What follows belongs to an exercise in optimizing a design on an open flow for small area, a short achievable clock period and few clock cycles per item; a production flow would make more cautious choices. At most, simulation tests tie the RTL to the original design; equivalence was not proved. The RTL of run 1 was laid out without a check of its function. Power is estimated from default activity; no workload was simulated.

File: config.mk
export PLATFORM = sky130hd
export DESIGN_NAME = pfde_seq
export DESIGN_NICKNAME = pfde_seq
export VERILOG_FILES = /design/flow/design.v
export SDC_FILE = /design/flow/constraint.sdc
export NUM_CORES = 4
export LEC_CHECK = 0
export ABC_CLOCK_PERIOD_IN_PS = 3000
export CAP_MARGIN = 20
export CORE_MARGIN = 2
export CORE_UTILIZATION = 40
export SETUP_SLACK_MARGIN = 2.5
export SLEW_MARGIN = 20
File: constraint.sdc
create_clock -name core_clock -period 5.5 [get_ports {clk}]
set_input_delay 1.1000 -clock core_clock [delete_from_list [all_inputs] [get_ports {clk}]]
set_output_delay 1.1000 -clock core_clock [all_outputs]
set_load 0.01 [all_outputs]
File: design.v
module pfde_seq (
    input  wire        clk,
    input  wire        rst,           
    input  wire        cmd_valid,
    output wire        cmd_ready,
    input  wire [15:0] cmd_count,     
    input  wire        in_valid,
    output wire        in_ready,
    input  wire [7:0]  in_data,
    output reg         out_valid,
    input  wire        out_ready,
    output reg  [31:0] out_id,
    output reg         done,          
    output wire        err,
    output wire [3:0]  err_code,
    output reg  [19:0] consumed
);
    localparam [2:0] S_IDLE = 3'd0,
                     S_BV0  = 3'd1,    
                     S_BV1  = 3'd2,    
                     S_BV2  = 3'd3,    
                     S_HDR  = 3'd4,    
                     S_FOR  = 3'd5,    
                     S_CON  = 3'd6,    
                     S_FIN  = 3'd7;    
    reg  [2:0]  state;
    reg  [15:0] rem;        
    reg  [6:0]  blkc;       
    reg  [5:0]  bw;         
    reg  [46:0] q;          
    reg  [5:0]  bcnt;       
    reg  [31:0] gap;        
    reg         gv;         
    reg         bv3;        
    reg         ec3, ec2, ec1;    
    assign err_code = {ec3, ec2, ec1, ec3};
    assign err      = ec1;
    wire out_free = !out_valid || out_ready;
    wire add      = gv && out_free;               
    wire gap_free = !gv || out_free;
    wire       have  = (bcnt >= bw);                      
    wire       have2 = ({1'b0, bcnt} >= {bw, 1'b0});      
    wire       last_seq = (rem == 16'd1);
    wire       last_blk = (blkc == 7'd0) || last_seq;
    wire is_for = (state == S_FOR);
    wire is_con = (state == S_CON);
    wire take   = (is_for || is_con) && have && gap_free;
    wire want_for = !have || (!last_blk && !have2 && (bcnt <= 6'd39));
    assign in_ready = (state == S_BV0) || (state == S_BV1) || (state == S_BV2) ||
                      (state == S_HDR) || (is_for && want_for) || (is_con && !have);
    assign cmd_ready = (state == S_IDLE);
    wire byte_in = in_valid && in_ready;
    wire [31:0] bmask = (bw[5]) ? 32'hFFFF_FFFF : ((32'd1 << bw[4:0]) - 32'd1);
    wire [63:0] qv    = {1'b0, q, 16'd0};
    wire [31:0] field = (qv >> (~bcnt)) & bmask;
    wire [5:0] hdr_b    = in_data[5:0];
    wire [1:0] hdr_type = in_data[7:6];
    always @(posedge clk) begin
        if (rst) begin
            state     <= S_IDLE;
            out_valid <= 1'b0;
            gv        <= 1'b0;
            done      <= 1'b0;
        end else begin
            done <= 1'b0;
            if (out_valid && out_ready)
                out_valid <= 1'b0;
            if (add) begin
                out_valid <= 1'b1;
                out_id    <= out_id + gap + 32'd1;
                gv        <= 1'b0;
            end
            if (byte_in)
                consumed <= consumed + 20'd1;
            case (state)
            S_IDLE: begin
                if (cmd_valid) begin
                    consumed <= 20'd0;
                    ec3 <= 1'b0;
                    ec2 <= 1'b0;
                    ec1 <= 1'b0;
                    rem <= cmd_count;
                    state <= (cmd_count == 16'd0) ? S_FIN : S_BV0;
                end
            end
            S_BV0: begin
                if (byte_in) begin
                    bv3 <= in_data[6];
                    if (in_data[7:5] == 3'b111) begin
                        ec1   <= 1'b1;     
                        state <= S_FIN;
                    end else if (!in_data[7]) begin
                        out_id    <= {25'd0, in_data[6:0]};
                        out_valid <= 1'b1;
                        rem       <= rem - 16'd1;
                        state     <= last_seq ? S_FIN : S_HDR;
                    end else if (!in_data[6]) begin
                        out_id <= {18'd0, in_data[5:0], 8'd0};
                        state  <= S_BV1;
                    end else begin
                        out_id <= {11'd0, in_data[4:0], 16'd0};
                        state  <= S_BV1;
                    end
                end
            end
            S_BV1: begin
                if (byte_in) begin
                    out_id[7:0] <= in_data;
                    if (!bv3) begin
                        out_valid <= 1'b1;
                        rem       <= rem - 16'd1;
                        state     <= last_seq ? S_FIN : S_HDR;
                    end else
                        state <= S_BV2;
                end
            end
            S_BV2: begin
                if (byte_in) begin
                    out_id[15:8] <= in_data;
                    out_valid    <= 1'b1;
                    rem          <= rem - 16'd1;
                    state        <= last_seq ? S_FIN : S_HDR;
                end
            end
            S_HDR: begin
                if (byte_in) begin
                    bw   <= hdr_b;
                    bcnt <= 6'd0;
                    blkc <= 7'd127;
                    if (hdr_b > 6'd32) begin
                        ec2   <= 1'b1;     
                        ec1   <= 1'b1;
                        state <= S_FIN;
                    end else if (hdr_type == 2'd3)
                        state <= S_CON;
                    else if (hdr_type == 2'd0)
                        state <= S_FOR;
                    else begin
                        ec3   <= 1'b1;     
                        ec1   <= 1'b1;
                        state <= S_FIN;
                    end
                end
            end
            S_FOR, S_CON: begin
                if (byte_in)
                    q <= {in_data, q[46:8]};
                bcnt <= bcnt - ((take && is_for) ? bw : 6'd0) + (byte_in ? 6'd8 : 6'd0);
                if (take) begin
                    gap  <= field;
                    gv   <= 1'b1;
                    rem  <= rem - 16'd1;
                    blkc <= blkc - 7'd1;
                    if (last_blk)
                        state <= last_seq ? S_FIN : S_HDR;
                end
            end
            default: begin  
                if (!gv && out_free) begin
                    done  <= 1'b1;
                    state <= S_IDLE;
                end
            end
            endcase
        end
    end
endmodule
File: run.sh
#!/bin/bash
# synth_recipe.tcl (not shown) runs the flow's synth.tcl, then flattens the netlist and writes it again
# the make line also repeats each setting of config.mk as NAME=value (left out here)
make -C /OpenROAD-flow-scripts/flow DESIGN_CONFIG=/design/flow/config.mk WORK_HOME=/design/flow/orfs CLKGATE_MAP_FILE= SYNTH_SCRIPT=/design/flow/synth_recipe.tcl finish
==> reports/qor.yml, run 1 <==
finalClockSkew_ps: 13.1
nets: 1653
p_leak_nw: 6.20
syn-instance-count: 1432
finalSetupTns_ps: 0
synth_cell_types: 82
yosys_warnings: 1
fp-row-count: 66
slowest_stage: "fa_2"
clock-sinks: 176
hold_viol_final: 0
cp.required_ps: 5670
syn_area_sq_mm: 0.0133
rr_worst_depth: 18
dieArea_sq_mm: 0.0346
clock_path_buffers: 2
crit_start: "bw[3]$_DFFE_PP_"
drc_errors: 0
antenna_cells: 0
seq_area_frac_synth_pct: 39.4
timing.rr.start: "bw[3]$_DFFE_PP_"
grt_pass1_wl_mm: 61.9
final_common_cell: "nand2_1"
slew_headroom_pct: 27.7
cts_root_buf: "clkbuf_16"
setup_viol: 0
die_y_microns: 186
die_x_microns: 186
grt.total_usage_pct: 23.2
port_buffers: 89
fin_crit_ps: 3740
syn_avg_cell_area_sq_um: 9.26
grt_pass1_vias: 10900
clock.fmax_mhz: 267
cp-start-kind: "register"
critPathCaptureType: "register"
ctsHoldBuffers: 0
finalCritPeriodShare_pct: 68.1
hold_path_depth: 0
synth_edf_count: 170
syn_nets: 1520
grt_start_max_net_pins: 66
crit_chain: "buf_12 > clkinvlp_4 > ha_4 > o21a_1 > o211ai_1 > o21ai_4 > buf_6 > nor2b_4 > o31ai_4 > nand2_8 > clkinv_8 > fa_2 > ha_4 > a21o_1 > a21oi_2 > xnor2_1 > xnor2_1 > nor2_1"
cts_made_buffers: 17
dpl_cell_area_sq_mm: 0.0146
firstDrtPassIters: 6
max_cap_viol_count: 0
crit_fanout: 6
hpwlAfterDp_mm: 27.4
via_count: 11900
worstHoldStart: "q[44]$_DFFE_PP_"
power_density_mw_per_mm2: 295
ys_ff_latch: 176
netlist_top_cells_area: "edfxtp_1 (39%), nand2_1 (6.5%), mux4_2 (5.4%)"
gp_congestion: 0.905
synth_flop_cell: "edfxtp_1"
clk_pin_slew_ps: 70
synth_top_cell_area_share_pct: 38.5
ios: 90
routed_via_density: 5.91
power.total_mw: 5.05
start_util_pct: 40.6
critPathMaxStageDelay_ps: 550
cts_tree: "built"
routed_wirelength_mm: 41.2
cp_data_arrival_time_ps: 3910
rsz0062_at_grt: "yes"
worst_slew_pin_slew_ps: 1080
ir_drop_mv: 0.224
async_reset_ff_share_pct: 0
drive_gt1_share_pct: 21.4
wire_per_inst_microns: 20.4
hp-class: "register to register"
ant_nets: 0
drtIter0Drc: 1181
fin_area_sq_mm: 0.0171
drv_slew: 0
synth_top_cell_by_area: "edfxtp_1"
htreeDepth: 4
clock_latency_ps: 450
gr-total-overflow: 0
final_cell_mix: "nand2_1 (226), edfxtp_1 (170), nor2_1 (110), a21oi_1 (99), o21ai_0 (92)"
critPathKind: "register to register"
areaGrowthSynthToFinish_pct: 29.3
antenna_found_initial: 4
crit_family: "adder cells"
status: "no timing/DRC/antenna violations"
path_buf_inv: 4
coreArea_sq_mm: 0.0326
crit_cells: 18
## report_power, final
| group | total, mW | switching (mW) | leakage, nW | internal, mW |
|---|---|---|---|---|
| Combinational | 1.98 | 1.07 | 4.29 | 0.911 |
| Sequential | 1.87 | 0.177 | 1.63 | 1.69 |
| Clock | 1.20 | 0.569 | 0.269 | 0.631 |
## state kept, by name (all words and copies together) (netlist names)
name and cells:
bcnt 6, blkc 7, bv3 1, bw 6, consumed 20, done 1, ec1 1, ec2 1
ec3 1, gap 32, gv 1, out_id 32, out_valid 1, q 47, rem 16, state 3
## routing by layer
layer | track usage (%) | vias to the layer above | part of all wire [%]
li1 | - | 5624 | -
met1 | 32.3 | 5827 | 44
met2 | 37.4 | 437 | 48
met3 | 2.48 | 60 | 5.3
met4 | 8.25 | 0 | 2.5
met5 | 0 | - | 0
## cell usage after synthesis, drive strengths merged, types with 8 or more instances
library cell	instances
a21o	15
nand2	230
nand3	37
inv	36
o21ai	116
o21a	10
buf	30
nand2b	13
and3	15
or3	12
o211ai	23
xnor2	39
o22ai	13
a31oi	15
nand4	10
clkbuf	67
xor2	18
edfxtp	170
mux2i	49
nor3	25
nor2	115
a211oi	15
mux4	32
o221ai	8
mux2	9
a21oi	110
nor2b	15
nor4	29
ha	56
## logic make-up after synthesis
family | after synthesis | share of synthesized area [%]
AND/OR/NAND/NOR | 532 | 18.5
adder cells (fa/ha/maj) | 59 | 5.74
multiplexers | 90 | 9.90
AO/OA/AOI/OAI | 384 | 18.5
flip-flops | 176 | 39.4
XOR/XNOR | 57 | 3.77
buffers and inverters | 134 | 4.12
## metrics by stage
step	std cells	hold slack [ps]	utilization (%)	worst slack, ps
3_3_place_gp	1891	504	44.8	1360
5_1_grt	2020	545	52.5	1590
6_report	2020	532	52.5	1760
2_1_floorplan	1432	440	-	1860
3_5_place_dp	1891	483	44.8	1230
4_1_cts	1981	528	49.8	1790
## timing repair
item,in CTS,in global routing
endpoints found under the setup margin,138,129
pin swaps,33,64
cloned,7,7
gates resized for setup,108,110
buffers inserted,51,31
hold endpoints to repair,0,0
## area by class of cell
cell class	count	area (sq um)
timing repair buffer	210	2340
timing repair inverter	1	5.00
clock inverter	14	131
clock buffer	18	429
multi-input combinational	1122	8270
fill	2851	15500
inverter	37	176
tap	442	553
sequential	176	5230
## path summary, 6_finish.rpt
check | slack, ps | end
max | 1760 | bcnt[5]$_SDFFCE_PP0P_
min | 530 | q[36]$_DFFE_PP_
max reg2reg | 1760 | bcnt[5]$_SDFFCE_PP0P_
min reg2reg | 530 | q[36]$_DFFE_PP_
==> run 2: changes to the inputs <==
--- a/design.v
+++ b/design.v
@@ -27,49 +27,41 @@
     reg  [15:0] rem;        
     reg  [6:0]  blkc;       
     reg  [5:0]  bw;         
-    reg  [46:0] q;          
-    reg  [5:0]  bcnt;       
-    reg  [31:0] gap;        
-    reg         gv;         
+    reg  [47:0] q;          
+    reg  [5:0]  p;          
     reg         bv3;        
     reg         ec3, ec2, ec1;    
     assign err_code = {ec3, ec2, ec1, ec3};
     assign err      = ec1;
     wire out_free = !out_valid || out_ready;
-    wire add      = gv && out_free;               
-    wire gap_free = !gv || out_free;
-    wire       have  = (bcnt >= bw);                      
-    wire       have2 = ({1'b0, bcnt} >= {bw, 1'b0});      
+    wire [6:0] p_b   = {1'b0, p} + {1'b0, bw};            
+    wire [7:0] p_2b  = {2'b0, p} + {1'b0, bw, 1'b0};
+    wire       have  = (p_b <= 7'd48);                     
+    wire       have2 = (p_2b <= 8'd48);                    
     wire       last_seq = (rem == 16'd1);
     wire       last_blk = (blkc == 7'd0) || last_seq;
     wire is_for = (state == S_FOR);
     wire is_con = (state == S_CON);
-    wire take   = (is_for || is_con) && have && gap_free;
-    wire want_for = !have || (!last_blk && !have2 && (bcnt <= 6'd39));
+    wire take   = (is_for || is_con) && have && out_free;
+    wire want_for = !have || (!last_blk && !have2 && (p >= 6'd8));
     assign in_ready = (state == S_BV0) || (state == S_BV1) || (state == S_BV2) ||
                       (state == S_HDR) || (is_for && want_for) || (is_con && !have);
     assign cmd_ready = (state == S_IDLE);
     wire byte_in = in_valid && in_ready;
     wire [31:0] bmask = (bw[5]) ? 32'hFFFF_FFFF : ((32'd1 << bw[4:0]) - 32'd1);
-    wire [63:0] qv    = {1'b0, q, 16'd0};
-    wire [31:0] field = (qv >> (~bcnt)) & bmask;
+    wire [31:0] field = (q >> p) & bmask;
+    wire [31:0] next_id = out_id + field + 32'd1;
     wire [5:0] hdr_b    = in_data[5:0];
     wire [1:0] hdr_type = in_data[7:6];
     always @(posedge clk) begin
         if (rst) begin
             state     <= S_IDLE;
             out_valid <= 1'b0;
-            gv        <= 1'b0;
             done      <= 1'b0;
         end else begin
             done <= 1'b0;
             if (out_valid && out_ready)
                 out_valid <= 1'b0;
-            if (add) begin
-                out_valid <= 1'b1;
-                out_id    <= out_id + gap + 32'd1;
-                gv        <= 1'b0;
-            end
             if (byte_in)
                 consumed <= consumed + 20'd1;
             case (state)
@@ -87,7 +79,7 @@
                 if (byte_in) begin
                     bv3 <= in_data[6];
                     if (in_data[7:5] == 3'b111) begin
-                        ec1   <= 1'b1;     
+                        ec1 <= 1'b1;     
                         state <= S_FIN;
                     end else if (!in_data[7]) begin
                         out_id    <= {25'd0, in_data[6:0]};
@@ -125,38 +117,38 @@
             S_HDR: begin
                 if (byte_in) begin
                     bw   <= hdr_b;
-                    bcnt <= 6'd0;
+                    p    <= 6'd48;
                     blkc <= 7'd127;
                     if (hdr_b > 6'd32) begin
-                        ec2   <= 1'b1;     
-                        ec1   <= 1'b1;
+                        ec2 <= 1'b1;     
+                        ec1 <= 1'b1;
                         state <= S_FIN;
                     end else if (hdr_type == 2'd3)
                         state <= S_CON;
                     else if (hdr_type == 2'd0)
                         state <= S_FOR;
                     else begin
-                        ec3   <= 1'b1;     
-                        ec1   <= 1'b1;
+                        ec3 <= 1'b1;     
+                        ec1 <= 1'b1;
                         state <= S_FIN;
                     end
                 end
             end
             S_FOR, S_CON: begin
                 if (byte_in)
-                    q <= {in_data, q[46:8]};
-                bcnt <= bcnt - ((take && is_for) ? bw : 6'd0) + (byte_in ? 6'd8 : 6'd0);
+                    q <= {in_data, q[47:8]};
+                p <= p + ((take && is_for) ? bw : 6'd0) - (byte_in ? 6'd8 : 6'd0);
                 if (take) begin
-                    gap  <= field;
-                    gv   <= 1'b1;
-                    rem  <= rem - 16'd1;
-                    blkc <= blkc - 7'd1;
+                    out_valid <= 1'b1;
+                    out_id    <= next_id;
+                    rem       <= rem - 16'd1;
+                    blkc      <= blkc - 7'd1;
                     if (last_blk)
                         state <= last_seq ? S_FIN : S_HDR;
                 end
             end
             default: begin  
-                if (!gv && out_free) begin
+                if (out_free) begin
                     done  <= 1'b1;
                     state <= S_IDLE;
                 end
==> run 2 against run 1 <==
Compared with the run above: still clean; critical path depth increased by 2; die area shrank 8.0%; synthesized cell count decreased by 5.0%; cell area is 4.2% lower; clock skew rose by 8.5 ps; non-clock buffer count decreased by 2; routed wire length grew 2.4%; fmax fell by 16%; worst hold slack got worse by 21 ps; synthesized area down 8.2%; critical endpoint is now out_id[30]$_SDFFCE_PP0P_; largest power group unchanged.
==> reports/qor.yml, run 2 <==
status: "no timing/DRC/antenna violations"  # unchanged
antenna_found_initial: 0  # was 4
yosys_warnings: 1  # unchanged
async_reset_ff_share_pct: 0  # unchanged
finalCritPeriodShare_pct: 80.8  # was 68.1%
synth_top_cell_by_area: "edfxtp_1"  # unchanged
worst_slew_pin_slew_ps: 864  # was 1080 ps
grt_pass1_wl_mm: 64.9  # was 61.9 mm
wire_per_inst_microns: 22.1  # was 20.4 microns
clock_path_buffers: 2  # unchanged
fin_cells: 1910  # was 2020
start_util_pct: 40.9  # was 40.6%
syn_area_sq_mm: 0.0122  # was 0.0133 sq mm
clk_pin_slew_ps: 70  # about the same
synth_compound_area_share_pct: 19.6  # was 18.5%
htreeDepth: 4  # unchanged
coreArea_sq_mm: 0.0298  # was 0.0326 sq mm
critPathKind: "register to register"  # unchanged
power.total_mw: 5.15  # was 5.05 mW
setup_viol: 0  # unchanged
regMostFlops: "q"  # unchanged
synth_xor_area_share_pct: 3.38  # was 3.77%
p_leak_nw: 5.99  # was 6.20 nW
ir_drop_mv: 0.253  # was 0.224 mV
synthSimpleGateAreaFrac_pct: 19.3  # was 18.5%
grt_start_max_net_pins: 47  # was 66
dieArea_sq_mm: 0.0318  # was 0.0346 sq mm
finalClockSkew_ps: 21.6  # was 13.1 ps
hpwlAfterDp_mm: 27.8  # was 27.4 mm
critPathMaxStageDelay_ps: 420  # was 550 ps
synth_top_family_by_area: "compound AO/OA/AOI/OAI gates"  # was simple AND/OR/NAND/NOR gates
synth_cell_types: 81  # was 82
critPathCaptureType: "register"  # unchanged
clock_latency_ps: 450  # about the same
die_x_microns: 178  # was 186 microns
nets: 1596  # was 1653
hp-class: "register to register"  # unchanged
areaGrowthSynthToFinish_pct: 34.9  # was 29.3%
synth_fa_ha_area_share_pct: 6.41  # was 5.74%
cp-start-kind: "register"  # unchanged
cts_root_buf: "clkbuf_16"  # unchanged
routed_wirelength_mm: 42.1  # was 41.2 mm
cts_tree: "built"  # unchanged
firstDrtPassIters: 6  # unchanged
synth_edf_count: 139  # was 170
drtIter0Drc: 1139  # was 1181
rrSetupSlack_ps: 1060  # was 1760 ps
max_cap_viol_count: 0  # unchanged
syn_avg_cell_area_sq_um: 8.95  # was 9.26 sq um
grt_pass1_vias: 11400  # was 10900
final_util_pct: 55.1  # was 52.5%
cts_made_buffers: 17  # unchanged
whs_ps: 511  # was 532 ps
fp-row-count: 63  # was 66
crit_fanout: 11  # was 6
fin_crit_ps: 4440  # was 3740 ps
ys_ff_latch: 144  # was 176
ios: 90  # unchanged
synth_flop_cell: "edfxtp_1"  # unchanged
cp.required_ps: 5700  # was 5670 ps
routed_via_density: 6.15  # was 5.91
die_y_microns: 178  # was 186 microns
antenna_cells: 0  # unchanged
final_cell_mix: "nand2_1 (183), edfxtp_1 (139), nor2_1 (99), clkdlybuf4s50_1 (87), buf_4 (74)"  # was nand2_1 (226), edfxtp_1 (170), nor2_1 (110), a21oi_1 (99), o21ai_0 (92)
ant_nets: 0  # unchanged
syn-instance-count: 1360  # was 1432
dp_cells: 1781  # was 1891
slowest_stage: "edfxtp_1"  # was fa_2
gp_congestion: 1.01  # was 0.905
largest_register_ffs: 48  # was 47
crit_family: "compound AO/OA/AOI/OAI gates"  # was adder cells
synth_top_cell_area_share_pct: 34.3  # was 38.5%
gr-total-overflow: 0  # unchanged
yosys.cell_count.top_type: "nand2_1"  # unchanged
largest_registers: "q: 48 flops, out_id: 32 flops, consumed: 20 flops"  # was q: 47 flops, gap: 32 flops, out_id: 32 flops
drive_gt1_share_pct: 27.1  # was 21.4%
grt.total_usage_pct: 26.3  # was 23.2%
crit_chain: "buf_8 > buf_16 > mux2i_4 > mux2i_2 > mux2i_1 > nand2_1 > nand2_1 > o22a_1 > nor2_2 > o32ai_4 > ha_2 > fa_2 > nor2b_4 > o31ai_4 > a211oi_4 > o21ai_2 > a31oi_4 > o211ai_1 > a22oi_1 > mux2i_1"  # was buf_12 > clkinvlp_4 > ha_4 > o21a_1 > o211ai_1 > o21ai_4 > buf_6 > nor2b_4 > o31ai_4 > nand2_8 > clkinv_8 > fa_2 > ha_4 > a21o_1 > a21oi_2 > xnor2_1 > xnor2_1 > nor2_1
path_buf_inv: 2  # was 4
rsz0062_at_grt: "yes"  # unchanged
drv_slew: 0  # unchanged
slew_headroom_pct: 41.8  # was 27.7%
muxShareOfSynthArea_pct: 11.5  # was 9.90%
clock-sinks: 144  # was 176
hold_viol_final: 0  # unchanged
via_count: 11700  # was 11900
seq_area_frac_synth_pct: 35.1  # was 39.4%
netlist_top_cells_area: "edfxtp_1 (34%), nand2_1 (6.0%), ha_1 (5.8%)"  # was edfxtp_1 (39%), nand2_1 (6.5%), mux4_2 (5.4%)
clock.fmax_mhz: 225  # was 267 MHz
syn_nets: 1449  # was 1520
finalSetupTns_ps: 0  # unchanged
port_buffers: 89  # unchanged
cp_data_arrival_time_ps: 4640  # was 3910 ps
final_common_cell: "nand2_1"  # unchanged
synth_commonest_cells: "nand2_1 (193), edfxtp_1 (139), nor2_1 (112), a21oi_1 (107), o21ai_0 (95)"  # was nand2_1 (229), edfxtp_1 (170), nor2_1 (115), o21ai_0 (110), a21oi_1 (109)
power_density_mw_per_mm2: 313  # was 295 mW/mm^2
drc_errors: 0  # unchanged
[run 2: cell types whose count changed in the layout (fill, tap and decap cells not counted), sizes merged, moves of 7 or more]
| cell | previous run | this run |
|---|---|---|
| nor4 | 29 | 10 |
| o211ai | 23 | 6 |
| o21ai | 116 | 95 |
| mux2i | 49 | 60 |
| o22a | 0 | 8 |
| o221ai | 8 | 1 |
| edfxtp | 170 | 139 |
| xnor2 | 39 | 25 |
| o31ai | 6 | 14 |
| nor3b | 0 | 8 |
| nand2 | 230 | 193 |
| inv | 37 | 55 |
[run 2: timing repair]
action	in CTS	in global routing
setup buffers	65	18
endpoints found under the setup margin	175	172
resized for setup	143	92
hold buffers	0	0
cloned	9	5
pin swaps	87	40
[run 2: per-stage QoR]
| stage | setup slack [ps] | instance area, sq um |
|---|---|---|
| global placement | 252 | 13800 |
| CTS | 1230 | 15700 |
| detailed placement | 407 | 13800 |
| floorplan | 1260 | 12700 |
| finish | 1060 | 16400 |
| global route | 912 | 16400 |
[run 2: power breakdown]
group	internal (mW)	switching, mW	leakage (nW)
logic	1.02	1.28	4.39
registers	1.43	0.160	1.31
clock network	0.706	0.557	0.284
total	3.15	2.00	5.99
[run 2: cell families (layout without fill, tap and decap cells)]
family | after synthesis | in the layout
and+or+nand+nor | 501 | 501
AOI/OAI and AO/OA | 372 | 372
DFF | 144 | 144
buffers and inverters | 133 | 293
muxes | 103 | 103
adders and majority gates | 60 | 60
xor gates and xnor gates | 47 | 47
[run 2: final cells by class]
class / instances / area, sq um
clock buffer: 20 / 457
clock inverter: 12 / 148
fill: 2626 / 13400
inverter: 52 / 228
multi-input combinational: 1083 / 8560
sequential: 144 / 4280
tap: 390 / 488
timing repair buffer: 208 / 2260
timing repair inverter: 1 / 8.76
[run 2: worst paths after layout]
check	from	end	cells after the start
setup reg to reg	p[1]$_SDFFCE_PP0P_	out_id[30]$_SDFFCE_PP0P_	20
setup / recovery	p[1]$_SDFFCE_PP0P_	out_id[30]$_SDFFCE_PP0P_	20
hold reg to reg	q[45]$_DFFE_PP_	q[37]$_DFFE_PP_	0
hold / removal	q[45]$_DFFE_PP_	q[37]$_DFFE_PP_	0
[run 2: layer usage]
| layer | wire [microns] | track usage (%) | vias up |
|---|---|---|---|
| li1 | - | - | 5388 |
| met5 | 0 | 0 | - |
| met3 | 2880 | 3.56 | 104 |
| met4 | 1540 | 9.55 | 0 |
| met1 | 17800 | 35.3 | 5705 |
| met2 | 19900 | 43.2 | 548 |
[run 2: worst register-to-register path, cell delays in order, from the launching register on]
cell	delay (ps)
edfxtp_1	420
buf_8	180
buf_16	170
mux2i_4	200
mux2i_2	250
mux2i_1	180
nand2_1	130
nand2_1	80
o22a_1	190
nor2_2	170
o32ai_4	120
ha_2	240
fa_2	420
nor2b_4	160
o31ai_4	90
a211oi_4	280
o21ai_2	140
a31oi_4	280
o211ai_1	200
a22oi_1	210
mux2i_1	100
Testbench counts of run 2, summed over its fixed seeds: cycles 119,980, items 81,405.
==> run 3: changes to the inputs <==
--- a/config.mk
+++ b/config.mk
@@ -5,9 +5,7 @@
 export SDC_FILE = /design/flow/constraint.sdc
 export NUM_CORES = 4
 export LEC_CHECK = 0
-export ABC_CLOCK_PERIOD_IN_PS = 3000
 export CAP_MARGIN = 20
 export CORE_MARGIN = 2
 export CORE_UTILIZATION = 40
-export SETUP_SLACK_MARGIN = 2.5
 export SLEW_MARGIN = 20
==> run 3 against run 2 <==
Compared with the run above: sequential cell count unchanged; routed wire length is 13% lower; sequential share of layout area rose by 4.2 points; critical path type unchanged; critical endpoint is now out_id[31]$_SDFFCE_PP0P_.
==> reports/qor.yml, run 3 <==
regMostFlops: "q"  # unchanged
antenna_found_initial: 0  # unchanged
firstDrtPassIters: 6  # unchanged
synth_top_cell_area_share_pct: 34.3  # unchanged
critPathMaxStageDelay_ps: 800  # was 420 ps
syn_nets: 1449  # unchanged
final_cell_mix: "nand2_1 (193), edfxtp_1 (139), nor2_1 (111), a21oi_1 (105), o21ai_0 (94)"  # was nand2_1 (183), edfxtp_1 (139), nor2_1 (99), clkdlybuf4s50_1 (87), buf_4 (74)
slowest_stage: "edfxtp_1"  # unchanged
areaGrowthSynthToFinish_pct: 16.1  # was 34.9%
via_count: 10900  # was 11700
start_util_pct: 40.9  # unchanged
ios: 90  # unchanged
cts_made_buffers: 17  # unchanged
routed_wirelength_mm: 36.8  # was 42.1 mm
fin_crit_ps: 5200  # was 4440 ps
critPathCaptureType: "register"  # unchanged
grt_start_max_net_pins: 59  # was 47
port_buffers: 89  # unchanged
hp-class: "register to register"  # unchanged
cp.required_ps: 5690  # was 5700 ps
clock.fmax_mhz: 192  # was 225 MHz
clock_latency_ps: 440  # was 450 ps
netlist_top_cells_area: "edfxtp_1 (34%), nand2_1 (6.0%), ha_1 (5.8%)"  # unchanged
die_y_microns: 178  # unchanged
worst_slew_pin_slew_ps: 859  # was 864 ps
hpwlAfterDp_mm: 27.1  # was 27.8 mm
whs_ps: 493  # was 511 ps
crit_fanout: 16  # was 11
cts_root_buf: "clkbuf_16"  # unchanged
gp_congestion: 0.969  # was 1.01
ys_ff_latch: 144  # unchanged
finalClockSkew_ps: 17.9  # was 21.6 ps
gr-total-overflow: 0  # unchanged
hold_viol_final: 0  # unchanged
cp_data_arrival_time_ps: 5390  # was 4640 ps
nets: 1517  # was 1596
fp-row-count: 63  # unchanged
drtIter0Drc: 1113  # was 1139
die_x_microns: 178  # unchanged
crit_chain: "buf_4 > mux2i_1 > mux4_2 > nand2_1 > o21ai_0 > a2111oi_0 > buf_4 > ha_1 > and3_1 > a2111oi_1 > nor2_1 > o31ai_1 > o311a_1 > or2_2 > a2111oi_0 > o21bai_1"  # was buf_8 > buf_16 > mux2i_4 > mux2i_2 > mux2i_1 > nand2_1 > nand2_1 > o22a_1 > nor2_2 > o32ai_4 > ha_2 > fa_2 > nor2b_4 > o31ai_4 > a211oi_4 > o21ai_2 > a31oi_4 > o211ai_1 > a22oi_1 > mux2i_1
power_density_mw_per_mm2: 321  # was 313 mW/mm^2
clock_path_buffers: 2  # unchanged
clock-sinks: 144  # unchanged
ant_nets: 0  # unchanged
ir_drop_mv: 0.224  # was 0.253 mV
grt_pass1_wl_mm: 58.5  # was 64.9 mm
final_common_cell: "nand2_1"  # unchanged
yosys_warnings: 1  # unchanged
syn_area_sq_mm: 0.0122  # unchanged
max_cap_viol_count: 0  # unchanged
routed_via_density: 5.93  # was 6.15
synth_commonest_cells: "nand2_1 (193), edfxtp_1 (139), nor2_1 (112), a21oi_1 (107), o21ai_0 (95)"  # unchanged
antenna_cells: 0  # unchanged
clk_pin_slew_ps: 70  # about the same
synth_cell_types: 81  # unchanged
status: "no timing/DRC/antenna violations"  # unchanged
synth_flop_cell: "edfxtp_1"  # unchanged
cts_tree: "built"  # unchanged
slew_headroom_pct: 42.1  # was 41.8%
coreArea_sq_mm: 0.0298  # unchanged
finalCritPeriodShare_pct: 94.5  # was 80.8%
rsz0062_at_grt: "no"  # was yes
wire_per_inst_microns: 20.1  # was 22.1 microns
critPathKind: "register to register"  # unchanged
p_leak_nw: 5.31  # was 5.99 nW
r2r_end: "out_id[31]$_SDFFCE_PP0P_"  # was out_id[30]$_SDFFCE_PP0P_
dieArea_sq_mm: 0.0318  # unchanged
synth_edf_count: 139  # unchanged
largest_registers: "q: 48 flops, out_id: 32 flops, consumed: 20 flops"  # unchanged
setup_viol: 0  # unchanged
final_util_pct: 47.5  # was 55.1%
drv_slew: 0  # unchanged
rr_worst_depth: 16  # was 20
drc_errors: 0  # unchanged
grt_pass1_vias: 10500  # was 11400
async_reset_ff_share_pct: 0  # unchanged
crit_start: "p[1]$_SDFFCE_PP0P_"  # unchanged
crit_end: "out_id[31]$_SDFFCE_PP0P_"  # was out_id[30]$_SDFFCE_PP0P_
grt.total_usage_pct: 23.6  # was 26.3%
finalSetupTns_ps: 0  # unchanged
largest_register_ffs: 48  # unchanged
drive_gt1_share_pct: 10.6  # was 27.1%
yosys.cell_count.top_type: "nand2_1"  # unchanged
seq_area_frac_synth_pct: 35.1  # unchanged
rrSetupSlack_ps: 300  # was 1060 ps
htreeDepth: 4  # unchanged
synth_top_cell_by_area: "edfxtp_1"  # unchanged
cp-start-kind: "register"  # unchanged
syn_avg_cell_area_sq_um: 8.95  # unchanged
timing.rr.start: "p[1]$_SDFFCE_PP0P_"  # unchanged
syn-instance-count: 1360  # unchanged
[run 3: area by class of cell]
class,instances,area [sq um]
Multi-Input combinational cell,1083,7370
Tap cell,390,488
Timing Repair Buffer,130,1220
Sequential cell,144,4270
Clock buffer,18,439
Inverter,52,198
Fill cell,2862,15700
Clock inverter,14,148
[run 3: logic make-up after synthesis]
group | Yosys count | share of synthesized area (%)
xor+xnor | 47 | 3.38
simple gates | 501 | 19.3
fa+ha+maj | 60 | 6.41
compound gates | 372 | 19.6
flops | 144 | 35.1
mux | 103 | 11.5
buf+inv | 133 | 4.66
[run 3: stage by stage]
stage / power, mW / worst slack, ps / instance area, sq um / instances
floorplan: 2.76 / 166 / 12200 / 1360
global placement: 3.30 / 238 / 13500 / 1799
detailed placement: 3.32 / 252 / 13500 / 1799
CTS: 4.54 / 195 / 14100 / 1831
global route: 4.81 / 25.1 / 14100 / 1831
finish: 4.54 / 300 / 14100 / 1831
[run 3: power by group]
group          internal, mW  total [mW]  switching, mW
Combinational         0.703        1.74           1.04
Clock                 0.654        1.21          0.559
Sequential             1.43        1.58          0.154
Total                  2.78        4.54           1.75
[run 3: how the worst min path moves through the flow]
stage,from,to,slack [ps],cells after the start
2_1_floorplan,q[8]$_DFFE_PP_,q[0]$_DFFE_PP_,450,0
5_1_grt,q[34]$_DFFE_PP_,q[26]$_DFFE_PP_,510,0
4_1_cts,q[37]$_DFFE_PP_,q[29]$_DFFE_PP_,500,0
6_report,q[37]$_DFFE_PP_,q[29]$_DFFE_PP_,490,0
3_5_place_dp,q[37]$_DFFE_PP_,q[29]$_DFFE_PP_,480,0
3_3_place_gp,q[37]$_DFFE_PP_,q[29]$_DFFE_PP_,490,0
[run 3: critical path: cells and delay by family (launching register included)]
| family | cells | cell delay, ps |
|---|---|---|
| AOI/OAI and AO/OA | 7 | 2180 |
| adders and majority gates | 1 | 270 |
| buffers and inverters | 2 | 500 |
| DFF | 1 | 800 |
| muxes | 2 | 650 |
| and+or+nand+nor | 4 | 540 |
[run 3: layer usage]
layer | vias to the layer above | share of wire, % | track usage [%]
met5 | - | 0 | 0
met4 | 0 | 2.0 | 6.06
met3 | 49 | 7.3 | 4.09
met2 | 413 | 46 | 37.6
met1 | 5184 | 45 | 33.1
li1 | 5216 | - | -
[run 3: what timing repair did]
| action | in CTS | in global routing |
|---|---|---|
| hold buffers | 0 | 0 |
| gates resized for setup | 0 | 4 |
| buffers inserted | 0 | 0 |
| endpoints found under the setup margin | 0 | 11 |

## afterwards: timing with drivers on the ports
In the flow no input, the clock included, has a driving cell. The finished layouts below were timed again as built, in two steps. Step 1: set_driving_cell puts a clkbuf_16 on clk and a buf_2 on each other input, an assumption about the parent block. Step 2 times the ports against the registers' clock, not the clock port: input delays grow and output delays shrink by t, the midpoint of the rising clock arrivals with the driver on. Slacks: no drivers / after step 1 / after step 2; pairs: no drivers / after step 1.
run | t, ns | setup slack, ns | latest minus earliest clock arrival (ns) | slew at the worst register clock pin (ns) | worst data-port slew with drivers (ns)
run 1 | 0.493 | 1.755 / 1.743 / 1.435 | 0.014 / 0.014 | 0.08 / 0.08 | 0.05
run 2 | 0.490 | 1.056 / 1.056 / 1.056 | 0.021 / 0.022 | 0.08 / 0.08 | 0.04
run 3 | 0.482 | 0.300 / 0.300 / 0.300 | 0.019 / 0.019 | 0.08 / 0.08 | 0.04
After both steps setup and hold are still met in every run listed. The setup slack of run 1, which loses most, moves by -0.012 ns with the drivers and by -0.320 ns with both steps.
